Background: an optimization exercise with open tools, aiming at small area, a short achievable clock period and few clock cycles per item. Do not read the settings as production practice. At most, simulation tests tie the RTL to the original design; equivalence was not proved. For runs 1 and 5, only the layout was checked, not whether the RTL still works. Power figures rest on the tool's default switching activity, not on a simulated workload.

==> flow/design.v <==
module oi1_crc_lut (
    input  wire [31:0] crc,
    input  wire [7:0]  data,
    output reg  [31:0] value
);
  integer i;
  always @(*) begin
    value = crc ^ {24'd0, data};
    for (i = 0; i < 8; i = i + 1)
      value = value[0] ? ((value >> 1) ^ 32'hEDB88320) : (value >> 1);
  end
endmodule
module oi1_codec (
    input  wire        clk,
    input  wire        rst,
    input  wire        cmd_valid,
    output wire        cmd_ready,
    input  wire [7:0]  cmd_op,
    input  wire [15:0] cmd_len,
    input  wire        in_valid,
    output wire        in_ready,
    input  wire [7:0]  in_data,
    output wire        out_valid,
    input  wire        out_ready,
    output wire [7:0]  out_data,
    output wire        rsp_valid,
    output wire [3:0]  rsp_status,
    output wire [1:0]  rsp_version,
    output wire        rsp_verified,
    output wire [31:0] rsp_crc,
    output wire [31:0] rsp_expected,
    output wire [7:0]  rsp_err_char,
    output wire [15:0] rsp_err_pos,
    output wire        rsp_is_valid,
    output wire [1:0]  rsp_reason,
    output wire [6:0]  rsp_quality,
    output wire [2:0]  rsp_issues
);
  localparam [7:0] OP_CRC    = 8'h02;
  localparam [7:0] OP_ENCODE = 8'h07;
  localparam [7:0] OP_DECODE = 8'h08;
  localparam [7:0] OP_VALID  = 8'h0A;
  localparam [7:0] OP_QUAL   = 8'h0B;
  localparam [3:0] ST_OK         = 4'd0;
  localparam [3:0] ST_FORMAT     = 4'd2;
  localparam [3:0] ST_VALIDATION = 4'd3;
  localparam [3:0] ST_DECODING   = 4'd4;
  localparam [3:0] ST_INTEGRITY  = 4'd5;
  localparam [3:0] ST_BADCMD     = 4'd7;
  localparam [7:0] SYM_O  = 8'h4F;   
  localparam [7:0] SYM_0  = 8'h30;   
  localparam [7:0] SYM_I  = 8'h49;   
  localparam [7:0] SYM_L  = 8'h6C;   
  localparam [2:0] RNG_80_BF = 3'd0;
  localparam [2:0] RNG_A0_BF = 3'd1;
  localparam [2:0] RNG_80_9F = 3'd2;
  localparam [2:0] RNG_90_BF = 3'd3;
  localparam [2:0] RNG_80_8F = 3'd4;
  function [7:0] sym_of;
    input [1:0] g;
    begin
      case (g)
        2'd0: sym_of = SYM_O;
        2'd1: sym_of = SYM_0;
        2'd2: sym_of = SYM_I;
        default: sym_of = SYM_L;
      endcase
    end
  endfunction
  reg         cmd_ready_q;
  reg         act;           
  reg         st;            
  reg         m_crc, m_enc, m_dec, m_val, m_qua, m_none;
  reg         lz;            
  reg         lt8;           
  reg         dfmt;          
  reg         dv2;           
  reg  [1:0]  version_q;
  reg  [15:0] in_left;       
  reg         in_ready_q;
  wire cmd_fire = cmd_valid && cmd_ready_q;
  wire in_fire  = in_valid && in_ready_q;
  wire op_reads = (cmd_op == OP_CRC) || (cmd_op == OP_ENCODE) || (cmd_op == OP_DECODE) ||
                  (cmd_op == OP_VALID) || (cmd_op == OP_QUAL);
  reg  [7:0]  d;             
  reg         v;             
  reg         d_comp;        
  reg         d_main;        
  wire        s = (d == SYM_O) || (d == SYM_0) || (d == SYM_I) || (d == SYM_L);
  wire [1:0]  g = (d == SYM_0) ? 2'd1 : (d == SYM_I) ? 2'd2 : (d == SYM_L) ? 2'd3 : 2'd0;
  reg  [31:0] x;             
  reg  [31:0] expected;
  reg  [5:0]  acc;           
  reg         bad, mism;
  reg  [1:0]  u_need;
  reg  [2:0]  u_rng;
  reg         u_err;
  reg  [15:0] pos;           
  reg  [7:0]  h1, h2;        
  reg         vk1, vk2;      
  reg         eqa, eqb, eqc;
  reg         run4;
  reg  [2:0]  wdist;          
  reg  signed [19:0] pe;     
  reg  signed [18:0] dc0, dc1, dc2, dc3;   
  reg  signed [24:0] tq;     
  reg         tv;
  reg  signed [38:0] dq;     
  reg  [1:0]  qdly;
  reg         hf;            
  reg         out_valid_q;
  reg  [7:0]  out_data_q;
  reg  [5:0]  sq;            
  reg  [1:0]  sqn;           
  reg  [4:0]  tcnt;          
  reg         rsp_valid_q;
  reg  [3:0]  status_q;
  reg         isv_q;
  reg  [1:0]  reason_q;
  reg  [6:0]  quality_q;
  reg  [2:0]  issues_q;
  wire [7:0]  crc_in = m_dec ? {acc, g} : d;
  wire [31:0] crc_step;
  oi1_crc_lut u_crc (.crc(~x), .data(crc_in), .value(crc_step));
  wire [31:0] x_step = ~crc_step;
  wire [31:0] x_rot  = {x[29:0], x[31:30]};
  wire [7:0] ub = {acc, g};
  reg  [1:0] u_need_s;
  reg  [2:0] u_rng_s;
  reg        u_bad_s;
  always @(*) begin
    u_need_s = 2'd0;
    u_rng_s  = RNG_80_BF;
    u_bad_s  = 1'b0;
    if (u_need == 2'd0) begin
      if (ub <= 8'h7F) begin
        u_need_s = 2'd0;
      end else if (ub >= 8'hC2 && ub <= 8'hDF) begin
        u_need_s = 2'd1;
      end else if (ub == 8'hE0) begin
        u_need_s = 2'd2;
        u_rng_s  = RNG_A0_BF;
      end else if (ub == 8'hED) begin
        u_need_s = 2'd2;
        u_rng_s  = RNG_80_9F;
      end else if (ub >= 8'hE1 && ub <= 8'hEF) begin
        u_need_s = 2'd2;
      end else if (ub == 8'hF0) begin
        u_need_s = 2'd3;
        u_rng_s  = RNG_90_BF;
      end else if (ub == 8'hF4) begin
        u_need_s = 2'd3;
        u_rng_s  = RNG_80_8F;
      end else if (ub >= 8'hF1 && ub <= 8'hF3) begin
        u_need_s = 2'd3;
      end else begin
        u_bad_s  = 1'b1;
      end
    end else begin
      u_need_s = u_need - 2'd1;
      case (u_rng)
        RNG_A0_BF: u_bad_s = !(ub >= 8'hA0 && ub <= 8'hBF);
        RNG_80_9F: u_bad_s = !(ub >= 8'h80 && ub <= 8'h9F);
        RNG_90_BF: u_bad_s = !(ub >= 8'h90 && ub <= 8'hBF);
        RNG_80_8F: u_bad_s = !(ub >= 8'h80 && ub <= 8'h8F);
        default:   u_bad_s = !(ub >= 8'h80 && ub <= 8'hBF);
      endcase
    end
  end
  wire        e1 = vk1 && (d == h1);
  wire        e2 = vk2 && (d == h2);
  wire        run_hit = e1 && eqa && eqb;
  wire        alt_hit = e2 && eqc && !eqb;
  wire signed [18:0] dg = (g == 2'd0) ? dc0 : (g == 2'd1) ? dc1 : (g == 2'd2) ? dc2 : dc3;
  wire signed [24:0] dgx  = dg;
  wire signed [24:0] posx = {9'd0, pos};
  wire signed [24:0] t_a  = s ? ((dgx <<< 5) + (dgx <<< 4) + (dgx <<< 1) + 25'sd75) : 25'sd0;
  wire signed [24:0] t_nx = t_a - (posx <<< 4) - (posx <<< 3) - 25'sd12;
  reg  signed [19:0] pe_add;
  always @(*) begin
    if (!alt_hit)             pe_add = -20'sd3;
    else case (wdist)
      3'd1:    pe_add = 20'sd7;
      3'd2:    pe_add = 20'sd17;
      3'd3:    pe_add = 20'sd27;
      default: pe_add = 20'sd37;
    endcase
  end
  wire out_fire = out_valid_q && out_ready;
  wire out_fire_data_load = out_fire && sqn != 2'd0;
  reg         bad_n, mism_n, u_err_n;
  reg  [1:0]  u_need_n;
  reg         ov_n, hf_n, rsp_n;
  reg         dec_emit;
  reg         enc_free;
  wire full      = v || hf;
  wire tail_pend = act && (in_left == 16'd0) && !full && !lz && (tcnt != 5'd16);
  always @(*) begin
    bad_n    = bad;
    mism_n   = mism;
    u_err_n  = u_err;
    u_need_n = u_need;
    dec_emit = 1'b0;
    if (st) begin
      bad_n = 1'b0; mism_n = 1'b0; u_err_n = 1'b0; u_need_n = 2'd0;
    end else if (v && !bad && (m_dec ? !dfmt : m_val)) begin
      if (!s)
        bad_n = 1'b1;
      else if (m_dec && d_main) begin
        if (d_comp) begin
          dec_emit = 1'b1;
          u_need_n = u_need_s;
          u_err_n  = u_err | u_bad_s;
        end
      end else if (m_dec) begin
        mism_n = mism | (g != x[31:30]);
      end
    end
    enc_free = !out_valid_q || (out_ready && sqn == 2'd0);
    ov_n = out_valid_q && !out_fire;
    hf_n = hf;
    if (m_enc) begin
      if (out_fire && sqn != 2'd0)
        ov_n = 1'b1;
      else if (enc_free && (full || (tail_pend && !st)))
        ov_n = 1'b1;
      hf_n = full && !enc_free;
    end else if (dec_emit) begin
      ov_n = 1'b1;
    end
    rsp_n = 1'b0;
    if (act) begin
      if (m_none)
        rsp_n = st;
      else if (in_left == 16'd0) begin
        if (m_qua)
          rsp_n = !st && (qdly == 2'd2);
        else if (m_enc)
          rsp_n = lz || (!st && !full && !ov_n && tcnt == 5'd16);
        else if (m_dec)
          rsp_n = !ov_n;
        else
          rsp_n = 1'b1;
      end
    end
  end
  wire       left_nz_n = in_fire ? (|in_left[15:1]) : (|in_left);
  wire [1:0] left_lo_n = in_left[1:0] - {1'b0, in_fire};
  wire       full_n    = in_fire || hf_n;
  wire       in_ready_n = cmd_ready_q ? (cmd_fire && op_reads && (|cmd_len))
                                      : (act && left_nz_n &&
                                         !(m_enc && full_n) &&
                                         !(m_dec && left_lo_n == 2'd1 && ov_n));
  always @(posedge clk) begin
    if (rst) begin
      cmd_ready_q <= 1'b1;
      act         <= 1'b0;
      st          <= 1'b0;
      in_ready_q  <= 1'b0;
      v           <= 1'b0;
      hf          <= 1'b0;
      out_valid_q <= 1'b0;
      rsp_valid_q <= 1'b0;
      tv          <= 1'b0;
    end else begin
      cmd_ready_q <= rsp_n || (cmd_ready_q && !cmd_fire);
      act         <= cmd_fire || (act && !rsp_n);
      st          <= cmd_fire;
      in_ready_q  <= in_ready_n;
      v           <= in_fire;
      hf          <= hf_n;
      out_valid_q <= ov_n;
      rsp_valid_q <= rsp_n;
      tv          <= v && m_qua;
    end
  end
  always @(posedge clk) begin
    if (cmd_ready_q) begin
      m_crc     <= (cmd_op == OP_CRC);
      m_enc     <= (cmd_op == OP_ENCODE);
      m_dec     <= (cmd_op == OP_DECODE);
      m_val     <= (cmd_op == OP_VALID);
      m_qua     <= (cmd_op == OP_QUAL);
      m_none    <= !op_reads;
      lz        <= (cmd_len == 16'd0);
      lt8       <= (cmd_len < 16'd8);
      dfmt      <= (cmd_len[1:0] != 2'b00);
      dv2       <= (cmd_len > 16'd16) && (cmd_len[1:0] == 2'b00);
      version_q <= (cmd_len == 16'd0) ? 2'd3 :
                   (cmd_len[1:0] != 2'b00) ? 2'd0 :
                   (cmd_len > 16'd16) ? 2'd2 : 2'd1;
      in_left   <= cmd_len;
    end else if (in_fire) begin
      in_left   <= in_left - 16'd1;
    end
  end
  always @(posedge clk) begin
    if (in_ready_q) begin
      d      <= in_data;
      d_comp <= (in_left[1:0] == 2'd1);
      d_main <= !dv2 || (in_left > 16'd16);
    end
  end
  always @(posedge clk) begin
    bad    <= bad_n;
    mism   <= mism_n;
    u_err  <= u_err_n;
    u_need <= u_need_n;
    if (st) begin
      x    <= 32'd0;
      pos  <= 16'd0;
      vk1  <= 1'b0;
      vk2  <= 1'b0;
      eqa  <= 1'b0;
      eqb  <= 1'b0;
      eqc  <= 1'b0;
      run4 <= 1'b0;
      wdist <= 3'd4;
      pe   <= -20'sd1;
      dc0  <= 19'sd0;
      dc1  <= 19'sd0;
      dc2  <= 19'sd0;
      dc3  <= 19'sd0;
      dq   <= -39'sd1;
      tcnt <= 5'd0;
      u_rng <= RNG_80_BF;
    end else begin
      if (v && (m_crc || m_enc))
        x <= x_step;
      else if (dec_emit)
        x <= x_step;
      else if (v && m_dec && !dfmt && !bad && s && !d_main)
        x <= x_rot;
      else if (m_enc && enc_free && tail_pend)
        x <= x_rot;
      if (v && m_dec && !dfmt && !bad && s) begin
        if (d_main)
          acc <= {acc[3:0], g};
        else
          expected <= {expected[29:0], g};
      end
      if (dec_emit)
        u_rng <= u_rng_s;
      if (v && (m_qua || !bad)) begin
        pos <= pos + 16'd1;
        h1  <= d;
      end
      if (v && m_qua) begin
        h2   <= h1;
        vk1  <= 1'b1;
        vk2  <= vk1;
        eqa  <= e1;
        eqb  <= eqa;
        eqc  <= e2;
        if (run_hit)
          run4 <= 1'b1;
        wdist <= alt_hit ? 3'd1 : (wdist == 3'd4) ? 3'd4 : wdist + 3'd1;
        pe   <= pe + pe_add;
        if (s) begin
          dc0 <= dc0 + ((g == 2'd0) ? 19'sd3 : -19'sd1);
          dc1 <= dc1 + ((g == 2'd1) ? 19'sd3 : -19'sd1);
          dc2 <= dc2 + ((g == 2'd2) ? 19'sd3 : -19'sd1);
          dc3 <= dc3 + ((g == 2'd3) ? 19'sd3 : -19'sd1);
        end
        tq <= t_nx;
      end
      if (tv)
        dq <= dq + {{14{tq[24]}}, tq};
      if (m_enc && enc_free && tail_pend)
        tcnt <= tcnt + 5'd1;
    end
    qdly <= (st || in_left != 16'd0) ? 2'd0 : (qdly == 2'd2) ? 2'd2 : qdly + 2'd1;
  end
  always @(posedge clk) begin
    if (m_enc) begin
      if (out_fire_data_load) begin
        out_data_q <= sym_of(sq[5:4]);
        sq         <= {sq[3:0], 2'b00};
        sqn        <= sqn - 2'd1;
      end else if (enc_free && full) begin
        out_data_q <= sym_of(d[7:6]);
        sq         <= d[5:0];
        sqn        <= 2'd3;
      end else if (enc_free && tail_pend && !st) begin
        out_data_q <= sym_of(x[31:30]);
        sqn        <= 2'd0;
      end
    end else if (dec_emit) begin
      out_data_q <= {acc, g};
      sqn        <= 2'd0;
    end
  end
  always @(posedge clk) begin
    status_q  <= m_none ? ST_BADCMD :
                 !m_dec ? ST_OK :
                 dfmt ? ST_FORMAT :
                 bad_n ? ST_VALIDATION :
                 (u_err_n || u_need_n != 2'd0) ? ST_DECODING :
                 (dv2 && mism_n) ? ST_INTEGRITY : ST_OK;
    isv_q     <= !lz && !bad_n;
    reason_q  <= lz ? 2'd1 : bad_n ? 2'd2 : 2'd0;
    issues_q  <= {run4 || !pe[19], lt8, !dq[38]};
    quality_q <= 7'd100 - (!dq[38] ? 7'd20 : 7'd0) - (lt8 ? 7'd10 : 7'd0)
                        - ((run4 || !pe[19]) ? 7'd15 : 7'd0);
  end
  assign cmd_ready    = cmd_ready_q;
  assign in_ready     = in_ready_q;
  assign out_valid    = out_valid_q;
  assign out_data     = out_data_q;
  assign rsp_valid    = rsp_valid_q;
  assign rsp_status   = status_q;
  assign rsp_version  = version_q;
  assign rsp_verified = dv2;
  assign rsp_crc      = x;
  assign rsp_expected = expected;
  assign rsp_err_char = h1;
  assign rsp_err_pos  = pos;
  assign rsp_is_valid = isv_q;
  assign rsp_reason   = reason_q;
  assign rsp_quality  = quality_q;
  assign rsp_issues   = issues_q;
endmodule
==> flow/run.sh <==
#!/bin/bash
# synth_recipe.tcl (not shown) runs the flow's synth.tcl, then flattens the netlist and writes it again
# the make line also repeats each setting of config.mk as NAME=value (left out here)
make -C /OpenROAD-flow-scripts/flow DESIGN_CONFIG=/design/flow/config.mk WORK_HOME=/design/flow/orfs CLKGATE_MAP_FILE= SYNTH_SCRIPT=/design/flow/synth_recipe.tcl finish
==> flow/config.mk <==
export PLATFORM = sky130hd
export DESIGN_NAME = oi1_codec
export DESIGN_NICKNAME = oi1_codec
export VERILOG_FILES = /design/flow/design.v
export SDC_FILE = /design/flow/constraint.sdc
export NUM_CORES = 4
export LEC_CHECK = 0
export CAP_MARGIN = 20
export CORE_MARGIN = 2
export CORE_UTILIZATION = 40
export SLEW_MARGIN = 20
export SYNTH_MEMORY_MAX_BITS = 16384
==> flow/constraint.sdc <==
create_clock -name core_clock -period 13.0 [get_ports {clk}]
set_input_delay 2.6000 -clock core_clock [delete_from_list [all_inputs] [get_ports {clk}]]
set_output_delay 2.6000 -clock core_clock [all_outputs]
set_load 0.01 [all_outputs]
==> flow_metrics.py, run 1 <==
metrics = {
    "outcome": {
        "status": "finished clean",
    },
    "route": {
        "dr_total_vias": 19899,
        "wl_met2_um": 30290,
        "highest_layer": "met5",
        "wl_per_cell_um": 17.26,
        "met3_length_um": 2385,
        "ant_nets": 0,
        "drt_wl_total_um": 62960,
        "met1Wirelength_um": 28690,
        "drc": 0,
        "drtIter0Drc": 1182,
        "dr.pass1.iters": 5,
        "viasPerCell": 5.455,
    },
    "cts": {
        "clock_latency_ns": 0.58,
        "cts_resized": 0,
        "root_buffer": "clkbuf_16",
        "cts_tree": "built",
        "path_clk_slew_ns": 0.06,
        "hold_buffers": 0,
        "htree_levels": 2,
        "cts_sinks": 364,
        "clock_tree.buffer_depth": 3,
        "post_cts_buffers": 0,
        "numCtsBuffers": 43,
    },
    "sta": {
        "layout_setup_ws_ns": 4.378,
        "finalSetupViolations": 0,
        "final_hold_viol_count": 0,
        "fin_crit_ns": 8.622,
        "slew_violations": 0,
        "tns_ns": 0,
        "skew_ns": 0.02142,
        "fin_crit_sh_pct": 66.33,
        "hold_ws_ns": 0.4381,
        "fmax_mhz": 116.0,
        "max_slew_margin_pct": 30.06,
        "rsz0062_at_grt": "false",
        "worstMarginPinSlew_ns": 1.049,
    },
    "global_route": {
        "antenna_found_initial": 1,
        "grt_use_total_pct": 19.54,
        "grt_overflow": 0,
        "first_global_vias": 19594,
        "grt_max_degree": 101,
        "grt_pass1_wl_um": 101900,
    },
    "floorplanning": {
        "die_height_um": 252.0,
        "num_io_pins": 157,
        "core_um2": 60580,
        "die-area_um2": 63490,
        "die_width_um": 252.0,
        "placementRows": 90,
        "initial_utilization_pct": 40.60,
    },
    "layout": {
        "antennaDiodeCount": 0,
        "fin_cells": 3648,
        "layout-drive-gt1-share_pct": 4.920,
        "final_core_util_pct": 46.69,
        "nNetsFinal": 3148,
        "stdcell_area_um2": 28280,
        "syn_to_final_growth_pct": 15.00,
    },
    "placed_design": {
        "io_buffers": 155,
        "postPlaceCellArea_um2": 26830,
        "hpwl_um": 46200,
        "gp_congestion": 0.8924,
        "dp_slack_ns": 4.460,
        "placedCellCount": 3568,
    },
    "setup_path": {
        "crit_type": "reg2reg",
        "rr_startpoint": "d[7]$_DFFE_PP_",
        "cp_slowest_cell": "fa_1",
        "startpoint_type": "flop",
        "startpoint": "d[7]$_DFFE_PP_",
        "crit_path_end_kind": "flop",
        "cp_data_arrival_time_ns": 8.95,
        "critical-path-max-stage-delay_ns": 0.53,
        "worstPathMaxFanout": 37,
        "r2r_end": "tq[24]$_DFFE_PP_",
        "worstSetupEndpoint": "tq[24]$_DFFE_PP_",
        "r2r_cells": 31,
        "required_ns": 13.32,
        "ff2ff_setup_slack_ns": 4.38,
    },
    "power": {
        "pwr_density_cell_nw_per_um2": 95.93,
        "ir_drop_mv": 0.08552,
        "cellLeakagePower_nw": 11.39,
        "total_power_mw": 2.713,
    },
    "synth": {
        "synth_top_flop_cell": "dfxtp_1",
        "ys_types": 91,
        "synth_area_um2": 24590,
        "synth_edf_count": 133,
        "synth-seq-cells": 364,
        "seq_area_frac_synth_pct": 35.04,
        "synthArstFlopShare_pct": 0,
        "ys_warn_count": 2,
        "avgSynthCellArea_um2": 9.049,
        "synth_fp_nets": 3035,
        "syn_inst": 2718,
    },
    "job": {
        "drv_cap": 0,
    },
    "worst_hold_path": {
        "hold_class": "reg2reg",
        "worstHoldStart": "qdly[0]$_SDFF_PP0_",
    },
}
## layer usage
| layer | up-vias | GRT usage, % |
|---|---|---|
| met2 | 337 | 33.40 |
| li1 | 10013 | - |
| met3 | 94 | 2.424 |
| met4 | 2 | 6.036 |
| met1 | 9453 | 25.72 |
| met5 | - | 0 |
## Yosys cell counts (23+ instances only)
library cell / instances / area, µm²
a211oi_1: 58 / 435.4
a21o_1: 58 / 435.4
a21oi_1: 208 / 1041
a31oi_1: 25 / 156.4
and3_1: 26 / 162.7
clkbuf_1: 70 / 262.8
dfxtp_1: 231 / 4624
edfxtp_1: 133 / 3994
fa_1: 35 / 700.7
ha_1: 245 / 3065
inv_1: 141 / 529.3
mux2i_1: 46 / 460.4
nand2_1: 258 / 968.4
nand2b_1: 29 / 181.4
nand3_1: 49 / 245.2
nor2_1: 243 / 912.1
nor3_1: 68 / 340.3
o21a_1: 29 / 217.7
o21ai_0: 133 / 665.6
or3_1: 23 / 143.9
xnor2_1: 150 / 1314
xor2_1: 93 / 814.5
## logic make-up after synthesis
| family | count (synthesis) | share of synthesized area, % |
|---|---|---|
| buf+inv | 246 | 3.983 |
| compound gates | 697 | 18.50 |
| flops | 364 | 35.04 |
| xor+xnor | 248 | 9.030 |
| other cells | 1 | 0.01525 |
| simple gates | 831 | 16.02 |
| fa+ha+maj | 281 | 15.35 |
| mux | 50 | 2.055 |
## sequential cells by signal (all words and copies together) (netlist names), 19 cells and up
register,flops
dq,39
expected,32
x,32
tq,25
pe,20
dc0,19
dc1,19
dc2,19
dc3,19
## power by group
part	switching [mW]	leakage (nW)	total, mW	internal, mW
registers	0.0237	3.10	1.23	1.20
clock network	0.502	0.703	1.25	0.745
logic	0.133	7.58	0.239	0.106
total	0.659	11.4	2.71	2.05
## how the worst min path moves through the flow
stage	endpoint	depth (start not counted)
after floorplan	qdly[0]$_SDFF_PP0_	1
after global placement	qdly[0]$_SDFF_PP0_	1
after detailed placement	qdly[0]$_SDFF_PP0_	1
after CTS	qdly[0]$_SDFF_PP0_	1
after global routing	expected[3]$_DFFE_PP_	0
final	qdly[0]$_SDFF_PP0_	1
## layout make-up
| class | count | area (µm²) |
|---|---|---|
| fillers | 5744 | 32300 |
| multi-input cells | 2108 | 15020 |
| flip-flops and latches | 364 | 8622 |
| repair buffers | 170 | 1668 |
| clock buffers | 67 | 1246 |
| well taps | 782 | 978.4 |
| inverters | 144 | 543.0 |
| clock inverters | 13 | 203.9 |
## worst max-delay path: cells and delay by family (launching register included)
family | cells | cell delay (ns)
adders and majority gates | 6 | 2.30
and+or+nand+nor | 10 | 2.27
AOI/OAI and AO/OA | 10 | 2.24
buffers and inverters | 3 | 0.72
DFF | 1 | 0.52
xor gates and xnor gates | 2 | 0.27
## placed cells by master, fill, tap and decap left out, types with 9 or more instances in the layout
cell,count
a21oi_1,208
nor2_1,240
and3_1,26
o21ai_0,133
edfxtp_1,133
nand2b_1,29
and2_1,20
ha_1,245
a41oi_1,9
nor3_1,68
nand3b_1,10
nand2_1,257
xor2_1,93
clkbuf_16,43
mux2i_1,46
o22a_1,11
a21o_1,58
a31oi_1,25
dfxtp_1,230
buf_4,14
or3_1,23
o22ai_1,11
o221a_2,12
a211o_1,11
inv_1,141
clkdlybuf4s50_1,155
nor2b_1,22
o21a_1,28
or2_2,13
fa_1,35
a211oi_1,58
a21boi_0,10
clkbuf_1,16
nand3_1,49
o31ai_1,18
o21bai_1,12
xnor2_1,150
nand4_1,13
nor4_1,17
o211ai_1,22
==> run 2, diff against run 1 <==
--- a/flow/design.v
+++ b/flow/design.v
@@ -84,9 +84,10 @@
                   (cmd_op == OP_VALID) || (cmd_op == OP_QUAL);
   reg  [7:0]  d;             
+  reg  [3:0]  dh;            
   reg         v;             
   reg         d_comp;        
   reg         d_main;        
-  wire        s = (d == SYM_O) || (d == SYM_0) || (d == SYM_I) || (d == SYM_L);
-  wire [1:0]  g = (d == SYM_0) ? 2'd1 : (d == SYM_I) ? 2'd2 : (d == SYM_L) ? 2'd3 : 2'd0;
+  wire        s = |dh;
+  wire [1:0]  g = {dh[2] | dh[3], dh[1] | dh[3]};
   reg  [31:0] x;             
   reg  [31:0] expected;
@@ -103,7 +104,6 @@
   reg  [2:0]  wdist;          
   reg  signed [19:0] pe;     
-  reg  signed [18:0] dc0, dc1, dc2, dc3;   
-  reg  signed [24:0] tq;     
-  reg         tv;
+  reg  signed [24:0] fq0, fq1, fq2, fq3;
+  reg  signed [21:0] wq;
   reg  signed [38:0] dq;     
   reg  [1:0]  qdly;
@@ -172,9 +172,8 @@
   wire        run_hit = e1 && eqa && eqb;
   wire        alt_hit = e2 && eqc && !eqb;
-  wire signed [18:0] dg = (g == 2'd0) ? dc0 : (g == 2'd1) ? dc1 : (g == 2'd2) ? dc2 : dc3;
-  wire signed [24:0] dgx  = dg;
-  wire signed [24:0] posx = {9'd0, pos};
-  wire signed [24:0] t_a  = s ? ((dgx <<< 5) + (dgx <<< 4) + (dgx <<< 1) + 25'sd75) : 25'sd0;
-  wire signed [24:0] t_nx = t_a - (posx <<< 4) - (posx <<< 3) - 25'sd12;
+  wire signed [24:0] wqx  = wq;
+  wire signed [24:0] term = ({25{dh[0]}} & fq0) | ({25{dh[1]}} & fq1) |
+                            ({25{dh[2]}} & fq2) | ({25{dh[3]}} & fq3) |
+                            ({25{!s}} & wqx);
   reg  signed [19:0] pe_add;
   always @(*) begin
@@ -235,5 +234,5 @@
       else if (in_left == 16'd0) begin
         if (m_qua)
-          rsp_n = !st && (qdly == 2'd2);
+          rsp_n = !st && (qdly == 2'd1);
         else if (m_enc)
           rsp_n = lz || (!st && !full && !ov_n && tcnt == 5'd16);
@@ -262,5 +261,4 @@
       out_valid_q <= 1'b0;
       rsp_valid_q <= 1'b0;
-      tv          <= 1'b0;
     end else begin
       cmd_ready_q <= rsp_n || (cmd_ready_q && !cmd_fire);
@@ -272,5 +270,4 @@
       out_valid_q <= ov_n;
       rsp_valid_q <= rsp_n;
-      tv          <= v && m_qua;
     end
   end
@@ -298,4 +295,5 @@
     if (in_ready_q) begin
       d      <= in_data;
+      dh     <= {in_data == SYM_L, in_data == SYM_I, in_data == SYM_0, in_data == SYM_O};
       d_comp <= (in_left[1:0] == 2'd1);
       d_main <= !dv2 || (in_left > 16'd16);
@@ -318,8 +316,9 @@
       wdist <= 3'd4;
       pe   <= -20'sd1;
-      dc0  <= 19'sd0;
-      dc1  <= 19'sd0;
-      dc2  <= 19'sd0;
-      dc3  <= 19'sd0;
+      fq0  <= 25'sd63;
+      fq1  <= 25'sd63;
+      fq2  <= 25'sd63;
+      fq3  <= 25'sd63;
+      wq   <= -22'sd12;
       dq   <= -39'sd1;
       tcnt <= 5'd0;
@@ -357,14 +356,11 @@
         wdist <= alt_hit ? 3'd1 : (wdist == 3'd4) ? 3'd4 : wdist + 3'd1;
         pe   <= pe + pe_add;
-        if (s) begin
-          dc0 <= dc0 + ((g == 2'd0) ? 19'sd3 : -19'sd1);
-          dc1 <= dc1 + ((g == 2'd1) ? 19'sd3 : -19'sd1);
-          dc2 <= dc2 + ((g == 2'd2) ? 19'sd3 : -19'sd1);
-          dc3 <= dc3 + ((g == 2'd3) ? 19'sd3 : -19'sd1);
-        end
-        tq <= t_nx;
+        fq0 <= fq0 + (dh[0] ? 25'sd126 : s ? -25'sd74 : -25'sd24);
+        fq1 <= fq1 + (dh[1] ? 25'sd126 : s ? -25'sd74 : -25'sd24);
+        fq2 <= fq2 + (dh[2] ? 25'sd126 : s ? -25'sd74 : -25'sd24);
+        fq3 <= fq3 + (dh[3] ? 25'sd126 : s ? -25'sd74 : -25'sd24);
+        wq  <= wq - 22'sd24;
+        dq  <= dq + {{14{term[24]}}, term};
       end
-      if (tv)
-        dq <= dq + {{14{tq[24]}}, tq};
       if (m_enc && enc_free && tail_pend)
         tcnt <= tcnt + 5'd1;
--- a/flow/config.mk
+++ b/flow/config.mk
@@ -6,7 +6,8 @@
 export NUM_CORES = 4
 export LEC_CHECK = 0
+export ABC_CLOCK_PERIOD_IN_PS = 4000
 export CAP_MARGIN = 20
 export CORE_MARGIN = 2
 export CORE_UTILIZATION = 40
+export SETUP_SLACK_MARGIN = 5
 export SLEW_MARGIN = 20
-export SYNTH_MEMORY_MAX_BITS = 16384
==> run 2 against run 1 <==
Net effect:
- sequential power grew 4%
- still clean on timing, DRC and antenna
- area after synthesis shrank 2.2%
- maximum frequency grew 63%
- die area shrank 2.1%
- setup slack gained 3.3 ns
- utilization grew 0.58 points
==> flow_metrics.py, run 2 <==
metrics = {
    "sta": {
        "final_hold_viol_count": 0,
        "skew_ns": 0.03509,
        "rsz0062_at_grt": "false",
        "fmax_mhz": 189.1,
        "tns_ns": 0,
        "max_slew_margin_pct": 27.69,
        "finalSetupViolations": 0,
        "worstMarginPinSlew_ns": 1.084,
        "slew_violations": 0,
        "layout_setup_ws_ns": 7.713,
        "fin_crit_ns": 5.287,
        "fin_crit_sh_pct": 40.67,
    },
    "layout": {
        "syn_to_final_growth_pct": 16.38,
        "stdcell_area_um2": 28000,
        "antennaDiodeCount": 0,
        "nNetsFinal": 3098,
        "reg_top3": "dq x39, expected x32, x x32",
        "layout-drive-gt1-share_pct": 5.675,
        "most-common-layout-cells": "nand2_1 (346), dfxtp_1 (268), ha_1 (255)",
        "largest_reg_flops": 39,
        "final_core_util_pct": 47.27,
        "final_common_cell": "nand2_1",
        "largest-register": "dq",
        "fin_cells": 3610,
    },
    "global_route": {
        "grt_use_total_pct": 20.01,
        "grt_pass1_wl_um": 103400,
        "first_global_vias": 19871,
        "grt_max_degree": 85,
        "antenna_found_initial": 0,
        "grt_overflow": 0,
    },
    "power": {
        "cellLeakagePower_nw": 11.34,
        "pwr_density_cell_nw_per_um2": 105.8,
        "ir_drop_mv": 0.09023,
    },
    "cts": {
        "post_cts_buffers": 0,
        "numCtsBuffers": 47,
        "cts_tree": "built",
        "cts_resized": 0,
        "clock_latency_ns": 0.59,
        "cts_sinks": 381,
        "hold_buffers": 0,
        "clock_tree.buffer_depth": 3,
        "htree_levels": 2,
        "root_buffer": "clkbuf_16",
        "path_clk_slew_ns": 0.06,
    },
    "placed_design": {
        "io_buffers": 155,
        "placedCellCount": 3523,
        "gp_congestion": 0.8797,
        "hpwl_um": 45370,
        "postPlaceCellArea_um2": 26320,
        "dp_slack_ns": 7.742,
    },
    "floorplanning": {
        "die_width_um": 249.3,
        "core_um2": 59240,
        "die-area_um2": 62130,
        "initial_utilization_pct": 40.61,
        "placementRows": 89,
        "num_io_pins": 157,
        "die_height_um": 249.3,
    },
    "setup_path": {
        "cp_data_arrival_time_ns": 5.80,
        "required_ns": 13.51,
        "r2r_end": "pe[19]$_SDFFE_PP1P_",
        "cp_slowest_cell": "nand3b_1",
        "critical-path-max-stage-delay_ns": 0.69,
        "r2r_cells": 15,
        "path_delay_family": "compound AO/OA/AOI/OAI gates",
        "path_buf_inv": 0,
        "path_cells": "xnor2_1, nand4_1, nor3_1, nand3b_1, or3_1, ha_1, o21a_1, a2111oi_0, o31ai_1, o211a_1, o21ai_1, a21oi_1, o41ai_1, mux2i_1, mux2i_1",
        "cpMostUsedCell": "mux2i_1",
        "rr_startpoint": "d[6]$_DFFE_PP_",
        "crit_path_end_kind": "flop",
        "ff2ff_setup_slack_ns": 7.71,
        "crit_type": "reg2reg",
        "worstPathMaxFanout": 21,
        "startpoint_type": "flop",
    },
    "synth": {
        "synth_top_family_by_area": "compound AO/OA/AOI/OAI gates",
        "yosys.area_share.simple_pct": 17.18,
        "synth_top_flop_cell": "dfxtp_1",
        "seq_area_frac_synth_pct": 36.36,
        "synth-compound-area-share_pct": 18.37,
        "synth_fp_nets": 2974,
        "synthMuxAreaShare_pct": 2.163,
        "synthXorXnorAreaFrac_pct": 9.069,
        "synth-seq-cells": 381,
        "ys_types": 91,
        "synthArstFlopShare_pct": 0,
        "yosys.area.top_type": "dfxtp_1",
        "ys_warn_count": 2,
        "synth_edf_count": 112,
        "synth_top_area_share_pct": 22.38,
        "synthTopCellsByArea": "dfxtp_1 (22%), edfxtp_1 (14%), ha_1 (13%), xnor2_1 (5.6%), nand2_1 (5.4%)",
        "synth_most_common_cell": "nand2_1",
        "synthAdderAreaFrac_pct": 13.88,
        "syn_inst": 2675,
        "synth_area_um2": 24060,
        "yosys-top-cells-count": "nand2_1 (347), dfxtp_1 (269), ha_1 (255), a21oi_1 (212), nor2_1 (209)",
        "avgSynthCellArea_um2": 8.995,
    },
    "worst_hold_path": {
        "min_to": "expected[2]$_DFFE_PP_",
        "whs_path_depth": 0,
        "hold_class": "reg2reg",
        "worstHoldStart": "expected[0]$_DFFE_PP_",
    },
    "route": {
        "dr.pass1.iters": 5,
        "drtIter0Drc": 1380,
        "wl_per_cell_um": 17.51,
        "ant_nets": 0,
        "drt_wl_total_um": 63230,
        "dr_total_vias": 19869,
        "viasPerCell": 5.504,
        "drc": 0,
    },
    "job": {
        "drv_cap": 0,
    },
    "outcome": {
        "status": "finished clean",
    },
}
[run 2: cell types whose count changed in the layout (fill, tap and decap cells not counted), moves of 28 or more]
cell      previous run  this run
nand2_1            257       346
a211oi_1            58        29
inv_1              141        75
dfxtp_1            230       268
nor2_1             240       205
fa_1                35         7
o21ai_1              2        43
[run 2: per-layer routing]
layer	wire, µm	up-vias	GRT usage, %	part of all wire (%)
met4	1553	0	5.990	2.5
met5	0	-	0	0
met2	30000	416	34.07	47
met3	2657	117	2.382	4.2
li1	-	9851	-	-
met1	29010	9485	26.55	46
[run 2: layout make-up]
cell class	count	area (µm²)
fill	5593	31240
multi-input combinational	2120	14640
sequential	381	8752
timing repair buffer	171	1672
clock buffer	57	1296
tap	773	967.2
clock inverter	30	377.9
inverter	78	295.3
[run 2: cells by family (layout without fill, tap and decap cells)]
group                    after synthesis  after routing
AO/OA/AOI/OAI                        679            679
XOR/XNOR                             244            244
adder cells (fa/ha/maj)              263            263
buffers and inverters                174            336
flip-flops                           381            381
multiplexers                          52             52
other                                  1              1
AND/OR/NAND/NOR                      881            881
[run 2: per-stage QoR]
step | hold WS [ns] | power, mW
floorplan | 0.4068 | 1.489
global placement | 0.4336 | 1.567
detailed placement | 0.4364 | 1.571
CTS | 0.4510 | 2.997
global route | 0.4647 | 3.076
finish | 0.4493 | 2.962
[run 2: how the worst max path moves through the flow]
| stage | startpoint | endpoint | slack [ns] | cells past startpoint |
|---|---|---|---|---|
| 4_1_cts | d[6]$_DFFE_PP_ | pe[19]$_SDFFE_PP1P_ | 7.72 | 15 |
| 5_1_grt | d[6]$_DFFE_PP_ | pe[19]$_SDFFE_PP1P_ | 7.23 | 15 |
| 6_report | d[6]$_DFFE_PP_ | pe[19]$_SDFFE_PP1P_ | 7.71 | 15 |
| 2_1_floorplan | dh[3]$_DFFE_PP_ | fq2[23]$_SDFFE_PP0P_ | 7.99 | 16 |
| 3_5_place_dp | d[6]$_DFFE_PP_ | pe[19]$_SDFFE_PP1P_ | 7.74 | 15 |
| 3_3_place_gp | d[6]$_DFFE_PP_ | pe[19]$_SDFFE_PP1P_ | 7.80 | 15 |
[run 2: power by group]
part / internal [mW] / total [mW] / switching, mW
registers: 1.25 / 1.28 / 0.0308
logic: 0.123 / 0.273 / 0.149
clock network: 0.855 / 1.41 / 0.558
total: 2.22 / 2.96 / 0.738
Testbench counts of run 2, summed over its fixed seeds: cycles 20,311, items 13,868.
==> run 3, diff against run 2 <==
--- a/flow/config.mk
+++ b/flow/config.mk
@@ -6,8 +6,7 @@
 export NUM_CORES = 4
 export LEC_CHECK = 0
-export ABC_CLOCK_PERIOD_IN_PS = 4000
 export CAP_MARGIN = 20
 export CORE_MARGIN = 2
 export CORE_UTILIZATION = 40
-export SETUP_SLACK_MARGIN = 5
 export SLEW_MARGIN = 20
+export SYNTH_MEMORY_MAX_BITS = 16384
==> run 3 against run 2 <==
Net effect:
- still clean
- clock-buffer cell count stayed put
- clock power barely moved
- cell count unchanged
- register-to-register slack barely moved
- combinational power barely moved
- synthesized cell count stayed put
- die area unchanged
- power did not move
- sequential power about the same
- clock skew is the same
- critical endpoint unchanged
- highest routed layer unchanged
==> flow_metrics.py, run 3 <==
metrics = {
    "outcome": {
        "status": "finished clean",
    },
    "layout": {
        "largest_reg_flops": 39,
        "largest-register": "dq",
        "nFillCells": 5593,
        "layout-drive-gt1-share_pct": 5.675,
        "syn_to_final_growth_pct": 16.38,
        "stdcell_area_um2": 28000,
        "reg_top3": "dq x39, expected x32, x x32",
        "most-common-layout-cells": "nand2_1 (346), dfxtp_1 (268), ha_1 (255)",
        "nNetsFinal": 3098,
        "antennaDiodeCount": 0,
        "final_common_cell": "nand2_1",
    },
    "worst_hold_path": {
        "hold_class": "reg2reg",
    },
    "power": {
        "clkPwrFrac_pct": 47.7,
        "total_power_mw": 2.962,
        "ir_drop_mv": 0.09023,
        "switching_share_pct": 24.92,
        "combPwrFrac_pct": 9.2,
        "power.switching_mw": 0.7380,
        "seq_power_share_pct": 43.1,
        "pwr_density_cell_nw_per_um2": 105.8,
        "internal-power_mw": 2.224,
        "cellLeakagePower_nw": 11.34,
    },
    "sta": {
        "hold_ws_ns": 0.4493,
        "worstMarginPinSlew_ns": 1.084,
        "tns_ns": 0,
        "layout_setup_ws_ns": 7.713,
        "finalSetupViolations": 0,
        "slew_violations": 0,
        "fmax_mhz": 189.1,
        "max_slew_margin_pct": 27.69,
        "skew_ns": 0.03509,
        "rsz0062_at_grt": "false",
        "fin_crit_ns": 5.287,
        "fin_crit_sh_pct": 40.67,
        "final_hold_viol_count": 0,
    },
    "placed_design": {
        "io_buffers": 155,
        "gp_congestion": 0.8797,
        "hpwl_um": 45370,
        "postPlaceCellArea_um2": 26320,
        "dp_slack_ns": 7.742,
    },
    "cts": {
        "cts_sinks": 381,
        "clock_tree.buffer_depth": 3,
        "htree_levels": 2,
        "cts_resized": 0,
        "root_buffer": "clkbuf_16",
        "path_clk_slew_ns": 0.06,
        "clock_latency_ns": 0.59,
        "post_cts_buffers": 0,
        "hold_buffers": 0,
        "numCtsBuffers": 47,
        "cts_tree": "built",
    },
    "setup_path": {
        "startpoint_type": "flop",
        "required_ns": 13.51,
        "cp_data_arrival_time_ns": 5.80,
        "crit_path_end_kind": "flop",
        "crit_type": "reg2reg",
        "worstPathMaxFanout": 21,
    },
    "global_route": {
        "grt_max_degree": 85,
        "grt_use_total_pct": 20.01,
        "first_global_vias": 19871,
        "grt_overflow": 0,
        "antenna_found_initial": 0,
        "grt_pass1_wl_um": 103400,
    },
    "synth": {
        "synthArstFlopShare_pct": 0,
        "ys_warn_count": 2,
        "seq_area_frac_synth_pct": 36.36,
        "ys_types": 91,
        "yosys-top-cells-count": "nand2_1 (347), dfxtp_1 (269), ha_1 (255), a21oi_1 (212), nor2_1 (209)",
        "yosys.area.top_type": "dfxtp_1",
        "synthTopCellsByArea": "dfxtp_1 (22%), edfxtp_1 (14%), ha_1 (13%), xnor2_1 (5.6%), nand2_1 (5.4%)",
        "synth_fp_nets": 2974,
        "synth_edf_count": 112,
        "syn_inst": 2675,
        "avgSynthCellArea_um2": 8.995,
        "synth_top_flop_cell": "dfxtp_1",
        "synth-seq-cells": 381,
        "synth_most_common_cell": "nand2_1",
        "synth_top_area_share_pct": 22.38,
        "synth_area_um2": 24060,
    },
    "route": {
        "drt_wl_total_um": 63230,
        "drtIter0Drc": 1380,
        "dr_total_vias": 19869,
        "drc": 0,
        "wl_per_cell_um": 17.51,
        "ant_nets": 0,
        "dr.pass1.iters": 5,
        "viasPerCell": 5.504,
    },
    "job": {
        "drv_cap": 0,
    },
    "floorplanning": {
        "die_height_um": 249.3,
        "die_width_um": 249.3,
        "placementRows": 89,
        "num_io_pins": 157,
        "initial_utilization_pct": 40.61,
        "die-area_um2": 62130,
        "core_um2": 59240,
    },
}
## run 3: cell families after synthesis
| logic type | Yosys count | share of synthesized area (%) |
|---|---|---|
| compound gates | 679 | 18.37 |
| xor+xnor | 244 | 9.069 |
| fa+ha+maj | 263 | 13.88 |
| buf+inv | 174 | 2.954 |
| flops | 381 | 36.36 |
| mux | 52 | 2.163 |
| other cells | 1 | 0.01559 |
| simple gates | 881 | 17.18 |
## run 3: final cells by class
cell class | count | area [µm²] | area share [%]
Clock buffer | 57 | 1296 | 4.629
Clock inverter | 30 | 377.9 | 1.349
Inverter | 78 | 295.3 | 1.055
Multi-Input combinational cell | 2120 | 14640 | 52.29
Sequential cell | 381 | 8752 | 31.26
Tap cell | 773 | 967.2 | 3.454
Timing Repair Buffer | 171 | 1672 | 5.970
## run 3: per-layer routing
layer	part of all wire, %	wire length [µm]	vias to the layer above	GRT usage [%]
li1	-	-	9851	-
met1	46	29010	9485	26.55
met2	47	30000	416	34.07
met3	4.2	2657	117	2.382
met4	2.5	1553	0	5.990
met5	0	0	-	0
## run 3: path summary, 6_finish.rpt
path	from	to	slack (ns)	cells past startpoint
max	d[6]$_DFFE_PP_	pe[19]$_SDFFE_PP1P_	7.71	15
min	expected[0]$_DFFE_PP_	expected[2]$_DFFE_PP_	0.45	0
max reg2reg	d[6]$_DFFE_PP_	pe[19]$_SDFFE_PP1P_	7.71	15
min reg2reg	expected[0]$_DFFE_PP_	expected[2]$_DFFE_PP_	0.45	0
## run 3: critical path: stages, from the launching register on
cell,delay (ns)
edfxtp_1,0.51
xnor2_1,0.28
nand4_1,0.13
nor3_1,0.30
nand3b_1,0.69
or3_1,0.60
ha_1,0.34
o21a_1,0.21
a2111oi_0,0.57
o31ai_1,0.23
o211a_1,0.28
o21ai_1,0.16
a21oi_1,0.11
o41ai_1,0.35
mux2i_1,0.26
mux2i_1,0.19
## run 3: through the flow
step / util, % / std cells
after global placement: 44.43 / 3523
after floorplan: - / 2675
after detailed placement: 44.43 / 3523
after CTS: 47.26 / 3610
final: 47.27 / 3610
after global routing: 47.27 / 3610
## run 3: power groups by stage
stage	clock [mW]	combinational, mW	sequential (mW)
after global placement	0	0.266	1.30
after floorplan	0	0.197	1.29
after detailed placement	0	0.269	1.30
after global routing	1.50	0.301	1.28
after CTS	1.45	0.272	1.28
final	1.41	0.273	1.28
==> run 4, diff against run 3 <==
==> flow/flow/run.sh (new file) <==
#!/bin/bash
# Own layout flow: the standard synthesis unchanged, then the standard layout with a
# larger setup-slack margin, so that ORFS's timing repair keeps working on paths well below the
# clock period. Each step's full output goes to a log file of its own in this folder.
set -euo pipefail
bash standard.sh synth > synth.log 2>&1
bash standard.sh SETUP_SLACK_MARGIN=8.5 finish > layout.log 2>&1
==> flow/standard.sh (new file) <==
#!/bin/bash
# synth_recipe.tcl (not shown) runs the flow's synth.tcl, then flattens the netlist and writes it again
# the make line also repeats each setting of config.mk as NAME=value (left out here)
make -C /OpenROAD-flow-scripts/flow DESIGN_CONFIG=/design/flow/config.mk WORK_HOME=/design/flow/orfs CLKGATE_MAP_FILE= SYNTH_SCRIPT=/design/flow/synth_recipe.tcl "${@:-finish}"
removed: flow/run.sh
==> run 4 against run 3 <==
Net effect:
- still clean
- worst hold slack got worse by 0.0017 ns
- clock skew decreased by 0.0021 ns
- area after synthesis unchanged
- global-route usage decreased by 0.18 points
- maximum frequency increased by 20%
- first-iteration DRC count decreased by 5.7%
- flip-flop and latch count unchanged
- cell count increased by 0.28%
- clock-buffer cell count increased by 8
- critical path type is now reg2out
- critical endpoint is now cmd_ready
- largest cell class unchanged
- largest power group unchanged
- highest routed layer unchanged
==> flow_metrics.py, run 4 <==
metrics = {
    "outcome": {
        "status": "finished clean",
    },
    "global_route": {
        "grt_overflow": 0,
        "first_global_vias": 19603,
        "grt_pass1_wl_um": 102500,
        "grt_max_degree": 74,
        "grt_use_total_pct": 19.83,
        "antenna_found_initial": 2,
    },
    "synth": {
        "ys_types": 91,
        "ys_warn_count": 2,
        "synthTopCellsByArea": "dfxtp_1 (22%), edfxtp_1 (14%), ha_1 (13%), xnor2_1 (5.6%), nand2_1 (5.4%)",
        "seq_area_frac_synth_pct": 36.36,
        "synth_top_family_by_area": "compound AO/OA/AOI/OAI gates",
        "yosys.area.top_type": "dfxtp_1",
        "synth_edf_count": 112,
        "synthAdderAreaFrac_pct": 13.88,
        "syn_inst": 2675,
        "synth_most_common_cell": "nand2_1",
        "synthMuxAreaShare_pct": 2.163,
        "yosys.area_share.simple_pct": 17.18,
        "synthArstFlopShare_pct": 0,
        "synth-compound-area-share_pct": 18.37,
        "synth-seq-cells": 381,
        "synth_fp_nets": 2974,
        "synth_top_area_share_pct": 22.38,
        "synthXorXnorAreaFrac_pct": 9.069,
        "synth_area_um2": 24060,
        "avgSynthCellArea_um2": 8.995,
        "synth_top_flop_cell": "dfxtp_1",
        "yosys-top-cells-count": "nand2_1 (347), dfxtp_1 (269), ha_1 (255), a21oi_1 (212), nor2_1 (209)",
    },
    "layout": {
        "most-common-layout-cells": "nand2_1 (346), dfxtp_1 (267), ha_1 (255)",
        "stdcell_area_um2": 28280,
        "fin_cells": 3620,
        "final_common_cell": "nand2_1",
        "final_core_util_pct": 47.73,
        "nFillCells": 5495,
        "reg_top3": "dq x39, expected x32, x x32",
        "nNetsFinal": 3108,
        "syn_to_final_growth_pct": 17.53,
        "layout-drive-gt1-share_pct": 6.817,
        "largest-register": "dq",
        "largest_reg_flops": 39,
    },
    "sta": {
        "skew_ns": 0.03296,
        "fin_crit_sh_pct": 33.90,
        "rsz0062_at_grt": "true",
        "slew_violations": 0,
        "finalSetupViolations": 0,
        "layout_setup_ws_ns": 8.593,
        "tns_ns": 0,
        "fmax_mhz": 226.9,
        "fin_crit_ns": 4.407,
        "final_hold_viol_count": 0,
        "max_slew_margin_pct": 33.86,
        "worstMarginPinSlew_ns": 0.9901,
    },
    "placed_design": {
        "gp_congestion": 0.8841,
        "dp_slack_ns": 7.679,
        "placedCellCount": 3525,
        "postPlaceCellArea_um2": 26360,
        "hpwl_um": 44300,
        "io_buffers": 155,
    },
    "power": {
        "pwr_density_cell_nw_per_um2": 104.3,
        "ir_drop_mv": 0.09459,
        "cellLeakagePower_nw": 11.46,
    },
    "route": {
        "viasPerCell": 5.451,
        "drtIter0Drc": 1301,
        "wl_per_cell_um": 17.29,
        "dr_total_vias": 19733,
        "drc": 0,
        "drt_wl_total_um": 62600,
        "ant_nets": 0,
        "dr.pass1.iters": 6,
    },
    "setup_path": {
        "crit_cells": 2,
        "ff2ff_setup_slack_ns": 8.66,
        "worstPathMaxFanout": 49,
        "startpoint": "cmd_ready_q$_SDFF_PP1_",
        "worstSetupEndpoint": "cmd_ready",
        "startpoint_type": "flop",
        "rr_startpoint": "d[7]$_DFFE_PP_",
        "crit_type": "reg2out",
        "cp_data_arrival_time_ns": 1.81,
        "required_ns": 10.40,
        "path_cells": "clkbuf_8, clkdlybuf4s50_1",
        "path_buf_inv": 2,
        "critical-path-max-stage-delay_ns": 0.60,
        "cp_slowest_cell": "clkdlybuf4s50_1",
        "r2r_cells": 15,
        "crit_path_end_kind": "output port",
        "r2r_end": "pe[19]$_SDFFE_PP1P_",
        "path_delay_family": "buffers and inverters",
    },
    "job": {
        "drv_cap": 0,
    },
    "floorplanning": {
        "num_io_pins": 157,
        "initial_utilization_pct": 40.61,
        "placementRows": 89,
        "die_width_um": 249.3,
        "core_um2": 59240,
        "die-area_um2": 62130,
        "die_height_um": 249.3,
    },
    "cts": {
        "htree_levels": 2,
        "numCtsBuffers": 46,
        "clock_latency_ns": 0.58,
        "hold_buffers": 0,
        "root_buffer": "clkbuf_16",
        "cts_tree": "built",
        "cts_sinks": 381,
        "path_clk_slew_ns": 0.06,
        "clock_tree.buffer_depth": 3,
    },
    "worst_hold_path": {
        "hold_class": "reg2reg",
    },
}
==> run 4: where the power goes <==
group | total, mW | internal (mW) | switching [mW]
combinational | 0.279 | 0.125 | 0.154
sequential | 1.27 | 1.25 | 0.0272
clock | 1.40 | 0.851 | 0.548
total | 2.95 | 2.22 | 0.729
==> run 4: cells by family (layout without fill, tap and decap cells) <==
logic type / count (synthesis) / count (layout)
other: 1 / 2
AND/OR/NAND/NOR: 881 / 882
XOR/XNOR: 244 / 244
flip-flops: 381 / 381
multiplexers: 52 / 52
AO/OA/AOI/OAI: 679 / 679
adder cells (fa/ha/maj): 263 / 263
buffers and inverters: 174 / 344
==> run 4: through the flow <==
stage | hold slack [ns] | power [mW]
after floorplan | 0.4068 | 1.490
after global routing | 0.4577 | 3.065
final | 0.4476 | 2.950
after CTS | 0.4527 | 2.983
after detailed placement | 0.4328 | 1.572
after global placement | 0.4340 | 1.567
==> run 4: cell type report <==
class                           count  area, µm²  share of cell area [%]
Tap cell                          773      967.2                   3.420
Sequential cell                   381       8756                   30.96
Timing Repair Buffer              181       1764                   6.239
Antenna cell                        1      2.502                0.008849
Multi-Input combinational cell   2121      14820                   52.40
Inverter                           78      295.3                   1.044
Clock buffer                       65       1429                   5.053
Clock inverter                     20      245.2                  0.8672
==> run 4: worst min path at each step <==
stage | end | cells after the start | start | slack (ns)
2_1_floorplan | reason_q[0]$_SDFF_PP1_ | 0 | lz$_DFFE_PP_ | 0.41
3_3_place_gp | expected[8]$_DFFE_PP_ | 0 | expected[6]$_DFFE_PP_ | 0.43
3_5_place_dp | expected[30]$_DFFE_PP_ | 0 | expected[28]$_DFFE_PP_ | 0.43
4_1_cts | expected[20]$_DFFE_PP_ | 0 | expected[18]$_DFFE_PP_ | 0.45
5_1_grt | expected[20]$_DFFE_PP_ | 0 | expected[18]$_DFFE_PP_ | 0.46
6_report | expected[30]$_DFFE_PP_ | 0 | expected[28]$_DFFE_PP_ | 0.45
==> run 4: metal layers <==
metal | share of wire [%] | track usage [%]
met1 | 46 | 26.53
met2 | 47 | 33.30
met3 | 4.5 | 2.550
met4 | 2.2 | 5.990
met5 | 0 | 0
==> run 4: what timing repair did <==
| item | in CTS | in global routing |
|---|---|---|
| resized for setup | 11 | 22 |
| pin swaps | 2 | 3 |
| buffers inserted | 5 | 3 |
| setup endpoints to repair | 17 | 17 |
| cloned | 1 | 0 |
==> run 5, diff against run 4 <==
--- a/flow/design.v
+++ b/flow/design.v
@@ -79,4 +79,5 @@
   reg  [15:0] in_left;       
   reg         in_ready_q;
+  reg         d_en;          
   wire cmd_fire = cmd_valid && cmd_ready_q;
   wire in_fire  = in_valid && in_ready_q;
@@ -91,5 +92,4 @@
   wire [1:0]  g = {dh[2] | dh[3], dh[1] | dh[3]};
   reg  [31:0] x;             
-  reg  [31:0] expected;
   reg  [5:0]  acc;           
   reg         bad, mism;
@@ -104,8 +104,9 @@
   reg  [2:0]  wdist;          
   reg  signed [19:0] pe;     
-  reg  signed [24:0] fq0, fq1, fq2, fq3;
-  reg  signed [21:0] wq;
-  reg  signed [38:0] dq;     
-  reg  [1:0]  qdly;
+  reg  [20:0] hq0, hq1, hq2, hq3;
+  reg  signed [23:0] zq;
+  reg  signed [19:0] wq;
+  reg  [38:0] dq;
+  reg  [3:0]  dp;
   reg         hf;            
   reg         out_valid_q;
@@ -168,12 +169,25 @@
     end
   end
-  wire        e1 = vk1 && (d == h1);
-  wire        e2 = vk2 && (d == h2);
-  wire        run_hit = e1 && eqa && eqb;
-  wire        alt_hit = e2 && eqc && !eqb;
-  wire signed [24:0] wqx  = wq;
-  wire signed [24:0] term = ({25{dh[0]}} & fq0) | ({25{dh[1]}} & fq1) |
-                            ({25{dh[2]}} & fq2) | ({25{dh[3]}} & fq3) |
-                            ({25{!s}} & wqx);
+  reg         e1q, e2q;
+  wire [7:0]  prev1 = v ? d  : h1;
+  wire [7:0]  prev2 = v ? h1 : h2;
+  wire        vk1e  = vk1 && !st;
+  wire        vk2e  = vk2 && !st;
+  wire        run_hit = e1q && eqa && eqb;
+  wire        alt_hit = e2q && eqc && !eqb;
+  wire        qv   = v && m_qua;
+  wire [20:0] hsel = ({21{dh[0]}} & hq0) | ({21{dh[1]}} & hq1) |
+                     ({21{dh[2]}} & hq2) | ({21{dh[3]}} & hq3);
+  wire [20:0] hinc = hsel + 21'd25;
+  wire [38:0] opa  = !qv ? 39'd0 : s ? {15'd0, hsel, 3'b000} : {{17{wq[19]}}, wq, 2'b00};
+  wire [38:0] opb  = (qv && s) ? {{15{zq[23]}}, zq} : 39'd0;
+  wire [38:0] cs_s = dq ^ opa ^ opb;
+  wire [38:0] cs_m = (dq & opa) | (dq & opb) | (opa & opb);
+  wire [38:0] cs_c = {cs_m[37:0], 1'b0};
+  wire [8:0]  dq_c0 = {1'b0, cs_s[7:0]}   + {1'b0, cs_c[7:0]};
+  wire [8:0]  dq_c1 = {1'b0, cs_s[15:8]}  + {1'b0, cs_c[15:8]}  + {8'd0, dp[0]};
+  wire [8:0]  dq_c2 = {1'b0, cs_s[23:16]} + {1'b0, cs_c[23:16]} + {8'd0, dp[1]};
+  wire [8:0]  dq_c3 = {1'b0, cs_s[31:24]} + {1'b0, cs_c[31:24]} + {8'd0, dp[2]};
+  wire [6:0]  dq_c4 = cs_s[38:32] + cs_c[38:32] + {6'd0, dp[3]};
   reg  signed [19:0] pe_add;
   always @(*) begin
@@ -234,5 +248,5 @@
       else if (in_left == 16'd0) begin
         if (m_qua)
-          rsp_n = !st && (qdly == 2'd1);
+          rsp_n = !st && !v && (dp == 4'd0);
         else if (m_enc)
           rsp_n = lz || (!st && !full && !ov_n && tcnt == 5'd16);
@@ -257,4 +271,5 @@
       st          <= 1'b0;
       in_ready_q  <= 1'b0;
+      d_en        <= 1'b1;
       v           <= 1'b0;
       hf          <= 1'b0;
@@ -266,4 +281,5 @@
       st          <= cmd_fire;
       in_ready_q  <= in_ready_n;
+      d_en        <= !(m_enc && full_n);
       v           <= in_fire;
       hf          <= hf_n;
@@ -273,5 +289,5 @@
   end
   always @(posedge clk) begin
-    if (cmd_ready_q) begin
+    if (!act) begin
       m_crc     <= (cmd_op == OP_CRC);
       m_enc     <= (cmd_op == OP_ENCODE);
@@ -293,6 +309,8 @@
   end
   always @(posedge clk) begin
-    if (in_ready_q) begin
+    if (d_en) begin
       d      <= in_data;
+      e1q    <= (in_data == prev1) && (v || vk1e);
+      e2q    <= (in_data == prev2) && (v ? vk1e : vk2e);
       dh     <= {in_data == SYM_L, in_data == SYM_I, in_data == SYM_0, in_data == SYM_O};
       d_comp <= (in_left[1:0] == 2'd1);
@@ -316,10 +334,12 @@
       wdist <= 3'd4;
       pe   <= -20'sd1;
-      fq0  <= 25'sd63;
-      fq1  <= 25'sd63;
-      fq2  <= 25'sd63;
-      fq3  <= 25'sd63;
-      wq   <= -22'sd12;
-      dq   <= -39'sd1;
+      hq0  <= 21'd0;
+      hq1  <= 21'd0;
+      hq2  <= 21'd0;
+      hq3  <= 21'd0;
+      zq   <= 24'sd63;
+      wq   <= -20'sd3;
+      dq   <= {39{1'b1}};
+      dp   <= 4'd0;
       tcnt <= 5'd0;
       u_rng <= RNG_80_BF;
@@ -331,11 +351,9 @@
       else if (v && m_dec && !dfmt && !bad && s && !d_main)
         x <= x_rot;
-      else if (m_enc && enc_free && tail_pend)
-        x <= x_rot;
       if (v && m_dec && !dfmt && !bad && s) begin
         if (d_main)
           acc <= {acc[3:0], g};
         else
-          expected <= {expected[29:0], g};
+          dq[31:0] <= {dq[29:0], g};    
       end
       if (dec_emit)
@@ -349,22 +367,25 @@
         vk1  <= 1'b1;
         vk2  <= vk1;
-        eqa  <= e1;
+        eqa  <= e1q;
         eqb  <= eqa;
-        eqc  <= e2;
+        eqc  <= e2q;
         if (run_hit)
           run4 <= 1'b1;
         wdist <= alt_hit ? 3'd1 : (wdist == 3'd4) ? 3'd4 : wdist + 3'd1;
         pe   <= pe + pe_add;
-        fq0 <= fq0 + (dh[0] ? 25'sd126 : s ? -25'sd74 : -25'sd24);
-        fq1 <= fq1 + (dh[1] ? 25'sd126 : s ? -25'sd74 : -25'sd24);
-        fq2 <= fq2 + (dh[2] ? 25'sd126 : s ? -25'sd74 : -25'sd24);
-        fq3 <= fq3 + (dh[3] ? 25'sd126 : s ? -25'sd74 : -25'sd24);
-        wq  <= wq - 22'sd24;
-        dq  <= dq + {{14{term[24]}}, term};
+        if (dh[0]) hq0 <= hinc;
+        if (dh[1]) hq1 <= hinc;
+        if (dh[2]) hq2 <= hinc;
+        if (dh[3]) hq3 <= hinc;
+        zq  <= zq - (s ? 24'sd74 : 24'sd24);
+        wq  <= wq - 20'sd6;
+      end
+      if (m_qua) begin
+        dq <= {dq_c4[6:0], dq_c3[7:0], dq_c2[7:0], dq_c1[7:0], dq_c0[7:0]};
+        dp <= {dq_c3[8], dq_c2[8], dq_c1[8], dq_c0[8]};
       end
       if (m_enc && enc_free && tail_pend)
         tcnt <= tcnt + 5'd1;
     end
-    qdly <= (st || in_left != 16'd0) ? 2'd0 : (qdly == 2'd2) ? 2'd2 : qdly + 2'd1;
   end
   always @(posedge clk) begin
@@ -379,5 +400,5 @@
         sqn        <= 2'd3;
       end else if (enc_free && tail_pend && !st) begin
-        out_data_q <= sym_of(x[31:30]);
+        out_data_q <= sym_of(x[5'd31 - {tcnt[3:0], 1'b0} -: 2]);
         sqn        <= 2'd0;
       end
@@ -409,5 +430,5 @@
   assign rsp_verified = dv2;
   assign rsp_crc      = x;
-  assign rsp_expected = expected;
+  assign rsp_expected = dq[31:0];
   assign rsp_err_char = h1;
   assign rsp_err_pos  = pos;
--- a/flow/flow/run.sh
+++ b/flow/flow/run.sh
@@ -5,3 +5,3 @@
 set -euo pipefail
 bash standard.sh synth > synth.log 2>&1
-bash standard.sh SETUP_SLACK_MARGIN=8.5 finish > layout.log 2>&1
+bash standard.sh SETUP_SLACK_MARGIN=9.0 finish > layout.log 2>&1
==> run 5 against run 4 <==
Net effect:
- non-clock buffer count increased by 52
- routed wire length decreased by 7.6%
- largest power group is now sequential cells
- clock skew shrank 0.0059 ns
- clock-buffer cell count down 2
- design area down 10%
- sequential power hardly changed
- area after synthesis down 12%
- synthesized cell count decreased by 13%
- first-iteration DRC count is 6.6% lower
- critical path depth rose by 17
- flip-flop and latch count decreased by 16
- die area down 12%
==> flow_metrics.py, run 5 <==
metrics = {
    "sta": {
        "slew_violations": 0,
        "final_hold_viol_count": 0,
        "fmax_mhz": 245.3,
        "rsz0062_at_grt": "true",
        "worstMarginPinSlew_ns": 1.130,
        "max_slew_margin_pct": 24.67,
        "finalSetupViolations": 0,
        "tns_ns": 0,
        "fin_crit_ns": 4.077,
        "fin_crit_sh_pct": 31.36,
    },
    "placed_design": {
        "hpwl_um": 38160,
        "placedCellCount": 3042,
    },
    "synth": {
        "yosys.area.top_type": "dfxtp_1",
        "synth_fp_nets": 2519,
        "ys_warn_count": 2,
        "synth_most_common_cell": "nand2_1",
        "avgSynthCellArea_um2": 9.059,
        "synthArstFlopShare_pct": 0,
        "synthTopCellsByArea": "dfxtp_1 (27%), edfxtp_1 (12%), nand2_1 (5.7%), ha_1 (5.6%), xnor2_1 (4.8%)",
        "syn_inst": 2340,
        "synth_top_flop_cell": "dfxtp_1",
        "seq_area_frac_synth_pct": 38.34,
    },
    "cts": {
        "cts_sinks": 365,
        "clock_tree.buffer_depth": 3,
        "htree_levels": 2,
        "clock_latency_ns": 0.59,
        "path_clk_slew_ns": 0.06,
        "hold_buffers": 0,
        "cts_tree": "built",
        "numCtsBuffers": 44,
    },
    "power": {
        "pwr_density_cell_nw_per_um2": 122.5,
        "seq_power_share_pct": 41.9,
        "cellLeakagePower_nw": 10.01,
        "power.switching_mw": 0.8647,
        "clkPwrFrac_pct": 41.6,
        "switching_share_pct": 27.87,
        "ir_drop_mv": 0.09225,
        "total_power_mw": 3.102,
        "combPwrFrac_pct": 16.5,
    },
    "route": {
        "dr.pass1.iters": 6,
        "wl_per_cell_um": 18.16,
        "drt_wl_total_um": 57810,
        "dr_total_vias": 17496,
        "ant_nets": 0,
    },
    "setup_path": {
        "crit_type": "reg2reg",
        "startpoint_type": "flop",
        "path_cells": "buf_12, or4_4, buf_12, buf_8, nand2_8, clkinvlp_4, a21o_1, fa_2, inv_2, fa_2, inv_2, fa_2, a21o_1, a21oi_2, o21ai_1, a21oi_2, nor2b_1, o21ai_1, a221oi_1",
        "crit_path_end_kind": "flop",
        "cp_slowest_cell": "or4_4",
        "path_buf_inv": 6,
    },
    "floorplanning": {
        "core_um2": 52450,
        "initial_utilization_pct": 40.42,
        "die_height_um": 234.2,
        "die-area_um2": 54850,
    },
    "worst_hold_path": {
        "hold_class": "reg2reg",
    },
    "layout": {
        "reg_top3": "dq x39, x x32, zq x23",
        "layout-drive-gt1-share_pct": 12.87,
        "nFillCells": 4950,
        "final_common_cell": "nand2_1",
        "stdcell_area_um2": 25320,
        "fin_cells": 3183,
        "largest_reg_flops": 39,
        "syn_to_final_growth_pct": 19.46,
    },
    "global_route": {
        "grt_pass1_wl_um": 91630,
        "first_global_vias": 17021,
        "grt_max_degree": 88,
        "met1_usage_pct": 28.14,
        "use_met3_pct": 2.736,
        "busiest_layer": "met2",
    },
    "job": {
        "drv_cap": 0,
    },
    "outcome": {
        "status": "finished clean",
    },
}
[run 5: changes by cell type after synthesis, moves of 26 or more]
cell	change
buf_4	+37
ha_1	-160
o21ai_1	-41
a211oi_2	-26
edfxtp_1	-30
fa_1	+40
a21o_1	-37
xnor2_1	-36
a21oi_1	-38
o21ai_0	-28
[run 5: path summary, 6_finish.rpt]
path                   startpoint                     end  slack [ns]  cells after the start
hold reg to reg      lz$_DFFE_PN_  reason_q[0]$_SDFF_PP1_        0.45                      0
hold / removal       lz$_DFFE_PN_  reason_q[0]$_SDFF_PP1_        0.45                      0
setup / recovery  dh[3]$_DFFE_PP_      dp[3]$_SDFFE_PP0P_        8.92                     19
setup reg to reg  dh[3]$_DFFE_PP_      dp[3]$_SDFFE_PP0P_        8.92                     19
[run 5: area by class of cell]
cell class                 count  area share (%)
timing repair inverter         1         0.03458
inverter                      99           1.546
tap                          688           3.399
clock inverter                17          0.9881
sequential                   365           32.41
multi-input combinational   1717           48.06
clock buffer                  63           5.064
timing repair buffer         233           8.498
[run 5: power groups by stage]
stage                     Clock, mW  Sequential [mW]  Combinational, mW
after CTS                      1.32             1.30              0.488
after detailed placement          0             1.32              0.495
after global routing           1.36             1.31              0.569
after floorplan                   0             1.30              0.367
after global placement            0             1.32              0.490
final                          1.29             1.30              0.513
[run 5: cell families after synthesis]
logic type	after synthesis	share of synthesized area, %
simple gates	787	17.16
compound gates	494	14.92
flops	365	38.34
buf+inv	258	5.465
xor+xnor	196	8.747
fa+ha+maj	142	10.05
mux	97	5.306
other cells	1	0.01769
[run 5: layer usage]
metal	up-vias	routed length, µm
met3	83	2803
met5	-	0
met2	444	27930
met4	0	1105
met1	8554	25980
li1	8415	-
[run 5: timing repair]
action                                  4_1_cts  5_1_grt
setup buffers                                33       26
resized for setup                           230       58
endpoints found under the setup margin      197       35
cloned                                        2        0
pin swaps                                    24       56
hold endpoints to repair                      0        0
[run 5: stage by stage]
step / hold slack (ns) / worst slack [ns]
3_5_place_dp: 0.4401 / 7.769
6_report: 0.4458 / 8.923
3_3_place_gp: 0.4232 / 7.871
5_1_grt: 0.4679 / 8.745
2_1_floorplan: 0.3938 / 8.982
4_1_cts: 0.4533 / 8.826
[run 5: worst register-to-register path, cell delays in order (launching register included)]
cell	delay [ns]
edfxtp_1	0.43
buf_12	0.16
or4_4	0.60
buf_12	0.16
buf_8	0.11
nand2_8	0.06
clkinvlp_4	0.17
a21o_1	0.24
fa_2	0.33
inv_2	0.07
fa_2	0.21
inv_2	0.05
fa_2	0.39
a21o_1	0.18
a21oi_2	0.17
o21ai_1	0.11
a21oi_2	0.19
nor2b_1	0.07
o21ai_1	0.13
a221oi_1	0.08

## static timing again, ports no longer ideal
Ports are ideal in the flow. The routed layouts listed here were re-timed in OpenROAD.
Step 1: set_driving_cell puts a clkbuf_16 on clk and a buf_2 on each other input, an assumption about the parent block.
Step 2, shift: input delay + t, output delay - t, t = (earliest + latest rising clock arrival at the registers) / 2. This alone moves slack from input paths to output paths.
Slacks: ideal / step 1 / step 2; pairs: ideal / step 1.
run	t, ns	setup WS [ns]
run 1	0.635	4.378 / 4.378 / 4.378
run 2	0.635	7.713 / 7.713 / 7.713
run 3	0.635	7.713 / 7.713 / 7.713
run 4	0.619	8.593 / 8.538 / 8.178
run 5	0.635	8.923 / 8.923 / 8.519
After both steps every run listed still meets setup and hold.
